This is an optimization exercise on Yosys and OpenROAD, whose aim is small area, a short achievable clock period and few clock cycles, not a production implementation. RTL that was checked went through simulation tests only; none was proved equivalent to the original. No activity file was given, so power comes from the tool's default toggle rates.

## rrf_enc
module rrf_enc #(
    parameter integer MTU       = 1024,
    parameter integer HDR_BYTES = 16
) (
    input  wire        clk,
    input  wire        rst,           
    input  wire        cmd_valid,
    input  wire [31:0] cmd_data,
    output wire        cmd_ready,
    output reg         ev_valid,
    output reg  [1:0]  ev_type,
    output reg  [31:0] ev_data,
    input  wire        ev_ready,
    input  wire [7:0]  csr_addr,
    output reg  [31:0] csr_rdata,
    output wire        idle
);
clock: 10.0 ns
lec_check: 0
cap_margin: 20
core_margin: 2
core_utilization: 40
setup_slack_margin: 4.4
slew_margin: 20
synth_hierarchical: 1
standard.sh (not shown) runs the stock make flow with config.mk's settings and CLKGATE_MAP_FILE= SYNTH_SCRIPT=/design/flow/synth_recipe.tcl, a recipe that flattens the netlist after the stock synthesis.
==> flow/flow/run.sh <==
#!/bin/bash
set -euo pipefail
export BUFFER_PORTS_ARGS="-buffer_cell sky130_fd_sc_hd__buf_1"
export CTS_ARGS="-sink_clustering_enable -repair_clock_nets -dont_use_dummy_load -buf_list sky130_fd_sc_hd__clkbuf_8 -sink_clustering_size 12 -sink_clustering_max_diameter 60"
bash standard.sh > standard_flow.log 2>&1
Testbench counts at the start, summed over its fixed seeds: cycles 90,432.
==> next run, changes <==
--- a/flow/design.v
+++ b/flow/design.v
@@ -94,28 +94,32 @@
     wire w_put  = acc_w && !fault && pend && pk_put;
     wire w_mbd  = acc_w && !fault && pend && !pk_put;
     wire w_hdr  = acc_w && !fault && !pend;
     wire w_srst = acc_w && (fault ? (d == 32'h01000000) : (!pend && !hdr_bad && op_srst));
     wire q_goba = (sq == Q_GOBA);
     wire q_tail = (sq == Q_TAIL);
-    wire ap_left = !q_goba && !q_tail && !(pend && pk_put);    
-    wire [5:0] ap_n = q_goba ? 6'd26 : q_tail ? 6'd0 : (pend && pk_put) ? put_n : mb_n;
+    wire q_end  = (sq == Q_END);
+    wire end_gob = (as_kind == AS_GOB) || ((as_kind == AS_MB) && gob_valid);
+    wire gob_ld  = q_goba || (q_end && end_gob);
+    wire ap_left = !gob_ld && !q_tail && !(pend && pk_put);    
+    wire [5:0] ap_n = gob_ld ? 6'd26 : q_tail ? 6'd0 : (pend && pk_put) ? put_n : mb_n;
     wire [31:0] gob_word = {6'd0, 16'h0001, gob_gn, gob_gq, 1'b0};
-    wire [31:0] din = q_goba ? gob_word : (q_tail ? 32'd0 : d);
+    wire mb_drop = pend && !pk_put && (mb_mode == MB_RETRY);
+    wire [31:0] din = gob_ld ? gob_word : ((q_tail || mb_drop) ? 32'd0 : d);
     wire        empty = (room == L);
     wire [4:0]  nf    = room[4:0];           
     wire [4:0]  rot_r = ap_left ? nf : (nf - ap_n[4:0]);
     wire [63:0] din2  = {din, din} << rot_r;
     wire [31:0] rot   = din2[63:32];
     wire [31:0] keep    = empty ? 32'd0 : (32'hFFFFFFFF << nf);    
     wire [31:0] cur_new = (acc & keep) | (rot & ~keep);
     wire        spill   = !empty && (ap_n > {1'b0, nf});
     wire do_ap = (w_put && !put_ovf) || (w_mbd && (mb_mode == MB_FIT)) ||
-                 (q_goba && out_free);
+                 (gob_ld && out_free);
     wire spill_eff = do_ap && spill;
-    wire end_go    = (sq == Q_END) && out_free;
+    wire end_go    = q_end && out_free;
     reg [3:0] rk;
     always @(*) begin
         if (fault)
             rk = RK_FAULT;
         else if (!fault_cmd[28])
             rk = RK_OK0;                                   
@@ -240,13 +244,22 @@
                         res_pend <= 1'b1;
                     end
                     MB_BIG: begin
                         res_pend <= 1'b1;
                     end
                     default: begin
-                        sq      <= Q_TAIL;
+                        if (!empty) begin
+                            ev_valid <= 1'b1;
+                            ev_type  <= 2'd1;
+                            ev_data  <= cur_new;
+                        end
+                        last_bytes <= nb_now;
+                        last_ebit  <= ebit_now;
+                        last_m     <= 1'b0;
+                        room       <= L;
+                        sq         <= Q_END;
                     end
                     endcase
                 end
             end
             if (w_srst) begin
                 fault_cmd   <= d;
@@ -279,43 +292,28 @@
                 if (out_free) begin
                     if (!empty) begin
                         ev_valid <= 1'b1;
                         ev_type  <= 2'd1;
                         ev_data  <= cur_new;
                     end
-                    sq <= Q_END;
+                    last_bytes <= nb_now;
+                    last_ebit  <= ebit_now;
+                    last_m     <= send_m;
+                    room       <= L;
+                    sq         <= Q_END;
                 end
             end
             Q_END: begin
                 if (out_free) begin
                     ev_valid    <= 1'b1;
                     ev_type     <= 2'd2;
-                    ev_data     <= {12'd0, send_m, ebit_now, 6'd0, nb_now};
-                    last_bytes  <= nb_now;
-                    last_ebit   <= ebit_now;
-                    last_m      <= send_m;
-                    room          <= L;
-                    case (as_kind)
-                    AS_FLUSH: begin
-                        if (send_m)
-                            gob_valid <= 1'b0;
-                        res_pend <= 1'b1;
-                        sq       <= Q_NORM;
-                    end
-                    AS_GOB: begin
-                        sq <= Q_GOBA;
-                    end
-                    default: begin
-                        if (gob_valid) begin
-                            sq <= Q_GOBA;
-                        end else begin
-                            res_pend <= 1'b1;
-                            sq       <= Q_NORM;
-                        end
-                    end
-                    endcase
+                    ev_data     <= {12'd0, last_m, last_ebit, 6'd0, last_bytes};
+                    if ((as_kind == AS_FLUSH) && send_m)
+                        gob_valid <= 1'b0;
+                    res_pend    <= 1'b1;
+                    sq          <= Q_NORM;
                 end
             end
             Q_GOBA: begin
                 if (out_free) begin
                     res_pend <= 1'b1;
                     sq       <= Q_NORM;
Effect: The new run completed without violations; power increases by 0.91%; die area climbs by 5.2%; register-to-register slack is about the same; synthesized cell count climbs by 13%; fmax came out higher by 0.73%; wire length rose by 16%.
Testbench counts after the change, summed over its fixed seeds: cycles 89,860.

---

== 05-13 ==
Another version of the RTL of rrf_enc (not shown whole).
==> module rrf_csr, before the edit <==
module rrf_csr (
    input  wire [7:0]  csr_addr,
    input  wire        pend,
    input  wire        gob_valid,
    input  wire        fault,
    input  wire [2:0]  fcode8,
    input  wire [31:0] fault_cmd,
    input  wire [31:0] fault_cp,
    input  wire [31:0] cp,
    input  wire [12:0] bitcount,
    input  wire [4:0]  gob_gq,
    input  wire [3:0]  gob_gn,
    input  wire        last_m,
    input  wire [2:0]  last_ebit,
    input  wire [9:0]  last_bytes,
    input  wire [31:0] enc_pkt_cnt,
    output reg  [31:0] csr_rdata
);
    wire [15:0] s;
    rrf_csr_dec u_dec (.a(csr_addr), .s(s));
    wire s00 = s[0], s01 = s[1] & fault, s02 = s[2] & fault, s03 = s[3];
    wire s08 = s[4], s09 = s[5], s0a = s[6], s0b = s[7];
    wire s10 = s[8], s1k = s[9], s30 = s[10], s32 = s[11], s33 = s[12], s35 = s[13], s38 = s[14];
    always @(*) begin
        csr_rdata = ({32{s00}} & {11'd0, pend, gob_valid, 3'b000, 5'd0, fcode8 & {3{fault}}, 7'd0, fault}) |
                    ({32{s01}} & fault_cmd) | ({32{s02}} & fault_cp) | ({32{s03}} & cp) |
                    ({32{s08}} & {19'd0, bitcount}) | ({32{s09}} & {23'd0, gob_gq, gob_gn}) |
                    ({32{s0a}} & {12'd0, last_m, last_ebit, 6'd0, last_bytes}) | ({32{s0b}} & enc_pkt_cnt) |
                    {32{s10}} | ({32{s1k}} & 32'd1024) | ({32{s30}} & 32'd32) | ({32{s32}} & 32'd16) |
                    ({32{s33}} & 32'd5) | ({32{s35}} & 32'd256000) | ({32{s38}} & 32'd2048);
    end
endmodule
==> module rrf_csr_dec, before the edit <==
module rrf_csr_dec (
    input  wire [7:0]  a,
    output wire [15:0] s
);
    wire hz = (a[7:4] == 4'h0);
    wire h3 = (a[7:4] == 4'h3);
    assign s[0]  = hz && (a[3:0] == 4'h0);
    assign s[1]  = hz && (a[3:0] == 4'h1);
    assign s[2]  = hz && (a[3:0] == 4'h2);
    assign s[3]  = hz && (a[3:0] == 4'h3);
    assign s[4]  = hz && (a[3:0] == 4'h8);
    assign s[5]  = hz && (a[3:0] == 4'h9);
    assign s[6]  = hz && (a[3:0] == 4'hA);
    assign s[7]  = hz && (a[3:0] == 4'hB);
    assign s[8]  = (a == 8'h10);
    assign s[9]  = (a == 8'h23) || (h3 && ((a[3:0] == 4'h1) || (a[3:0] == 4'h4) || (a[3:0] == 4'h6)));
    assign s[10] = h3 && (a[3:0] == 4'h0);
    assign s[11] = h3 && (a[3:0] == 4'h2);
    assign s[12] = h3 && (a[3:0] == 4'h3);
    assign s[13] = h3 && (a[3:0] == 4'h5);
    assign s[14] = h3 && (a[3:0] == 4'h8);
    assign s[15] = 1'b0;
endmodule
==> flow/config.mk <==
export PLATFORM = sky130hd
export DESIGN_NAME = rrf_enc
export DESIGN_NICKNAME = rrf_enc
export VERILOG_FILES = /design/flow/design.v
export SDC_FILE = /design/flow/constraint.sdc
export NUM_CORES = 4
export LEC_CHECK = 0
export CAP_MARGIN = 20
export CORE_MARGIN = 2
export CORE_UTILIZATION = 40
export SETUP_SLACK_MARGIN = 4.4
export SLEW_MARGIN = 20
export SYNTH_HIERARCHICAL = 1
==> flow/constraint.sdc <==
create_clock -name core_clock -period 10.0 [get_ports {clk}]
set_input_delay 2.0000 -clock core_clock [delete_from_list [all_inputs] [get_ports {clk}]]
set_output_delay 2.0000 -clock core_clock [all_outputs]
set_load 0.01 [all_outputs]
Scripts as last shown in full above: flow/flow/run.sh
What 08-10 does differently from 05-13 at the input level:
diff --git a/flow/design.v b/flow/design.v
--- a/flow/design.v
+++ b/flow/design.v
@@ -353,9 +353,23 @@
     output reg  [31:0] csr_rdata
 );
-    wire [15:0] s;
-    rrf_csr_dec u_dec (.a(csr_addr), .s(s));
-    wire s00 = s[0], s01 = s[1] & fault, s02 = s[2] & fault, s03 = s[3];
-    wire s08 = s[4], s09 = s[5], s0a = s[6], s0b = s[7];
-    wire s10 = s[8], s1k = s[9], s30 = s[10], s32 = s[11], s33 = s[12], s35 = s[13], s38 = s[14];
+    wire hz = (csr_addr[7:4] == 4'h0);
+    wire s00 = hz && (csr_addr[3:0] == 4'h0);
+    wire s01 = hz && (csr_addr[3:0] == 4'h1) && fault;
+    wire s02 = hz && (csr_addr[3:0] == 4'h2) && fault;
+    wire s03 = hz && (csr_addr[3:0] == 4'h3);
+    wire s08 = hz && (csr_addr[3:0] == 4'h8);
+    wire s09 = hz && (csr_addr[3:0] == 4'h9);
+    wire s0a = hz && (csr_addr[3:0] == 4'hA);
+    wire s0b = hz && (csr_addr[3:0] == 4'hB);
+    wire s10 = (csr_addr == 8'h10);
+    wire s23 = (csr_addr == 8'h23);
+    wire h3  = (csr_addr[7:4] == 4'h3);
+    wire s30 = h3 && (csr_addr[3:0] == 4'h0);
+    wire s31 = h3 && (csr_addr[3:0] == 4'h1);
+    wire s32 = h3 && (csr_addr[3:0] == 4'h2);
+    wire s33 = h3 && (csr_addr[3:0] == 4'h3);
+    wire s35 = h3 && (csr_addr[3:0] == 4'h5);
+    wire s38 = h3 && (csr_addr[3:0] == 4'h8);
+    wire s1k = s23 || s31 || (h3 && (csr_addr[3:0] == 4'h4)) || (h3 && (csr_addr[3:0] == 4'h6));
     always @(*) begin
         csr_rdata = ({32{s00}} & {11'd0, pend, gob_valid, 3'b000, 5'd0, fcode8 & {3{fault}}, 7'd0, fault}) |
@@ -367,25 +381,2 @@
     end
 endmodule
-module rrf_csr_dec (
-    input  wire [7:0]  a,
-    output wire [15:0] s
-);
-    wire hz = (a[7:4] == 4'h0);
-    wire h3 = (a[7:4] == 4'h3);
-    assign s[0]  = hz && (a[3:0] == 4'h0);
-    assign s[1]  = hz && (a[3:0] == 4'h1);
-    assign s[2]  = hz && (a[3:0] == 4'h2);
-    assign s[3]  = hz && (a[3:0] == 4'h3);
-    assign s[4]  = hz && (a[3:0] == 4'h8);
-    assign s[5]  = hz && (a[3:0] == 4'h9);
-    assign s[6]  = hz && (a[3:0] == 4'hA);
-    assign s[7]  = hz && (a[3:0] == 4'hB);
-    assign s[8]  = (a == 8'h10);
-    assign s[9]  = (a == 8'h23) || (h3 && ((a[3:0] == 4'h1) || (a[3:0] == 4'h4) || (a[3:0] == 4'h6)));
-    assign s[10] = h3 && (a[3:0] == 4'h0);
-    assign s[11] = h3 && (a[3:0] == 4'h2);
-    assign s[12] = h3 && (a[3:0] == 4'h3);
-    assign s[13] = h3 && (a[3:0] == 4'h5);
-    assign s[14] = h3 && (a[3:0] == 4'h8);
-    assign s[15] = 1'b0;
-endmodule
## What came out
- Taking 05-13 as the reference, in 08-10 total die area went up 1900 µm², met3 track utilization from global routing held, layout cell share with drive strength beyond 1 went up 1.0 points, number of buffers added by the clock tree synthesis step went down about 15%, final hold slack went up 4.0 ps.
- From 05-13 to 08-10 the numbers moved as follows: gate count of the mapped netlist increased by 88 relative to the old numbers, total power draw now sits lower, register-to-register slack decreased by 170 ps relative to the old numbers.
Testbench counts of 08-10, summed over its fixed seeds: cycles 90,432.
The RTL of 05-13 was laid out without a check of its function.

==> what the ideal ports hide <==
The flow's constraints put no driver on any port. The routed layouts listed below were extracted and timed again, unchanged, in two steps.
Step 1 assumes that a clkbuf_16 drives the clock port and a buf_2 every other input.
Step 2 also shifts input and output timing later by t, the mid clock arrival at the registers, as if the neighbouring blocks saw the same clock.
Slacks: no drivers / after step 1 / after step 2; pairs: no drivers / after step 1.
run | shift t [ns] | slack for setup (ns) | hold WS [ns] | latest minus earliest clock arrival (ns)
the first run of note 1 | 0.677 | 4.328 / 4.288 / 3.788 | 0.473 / 0.473 / 0.473 | 0.084 / 0.084
the second run of note 1 | 0.664 | 4.369 / 4.329 / 3.970 | 0.512 / 0.512 / 0.512 | 0.131 / 0.131
05-13 | 0.641 | 4.108 / 4.071 / 4.071 | 0.480 / 0.480 / 0.480 | 0.086 / 0.087
08-10 | 0.673 | 4.364 / 4.318 / 4.179 | 0.484 / 0.484 / 0.484 | 0.052 / 0.052
After both steps setup and hold are still met in every run listed. For the first run of note 1, which loses most, drivers alone change the setup slack by -0.040 ns; drivers and shift together by -0.540 ns.
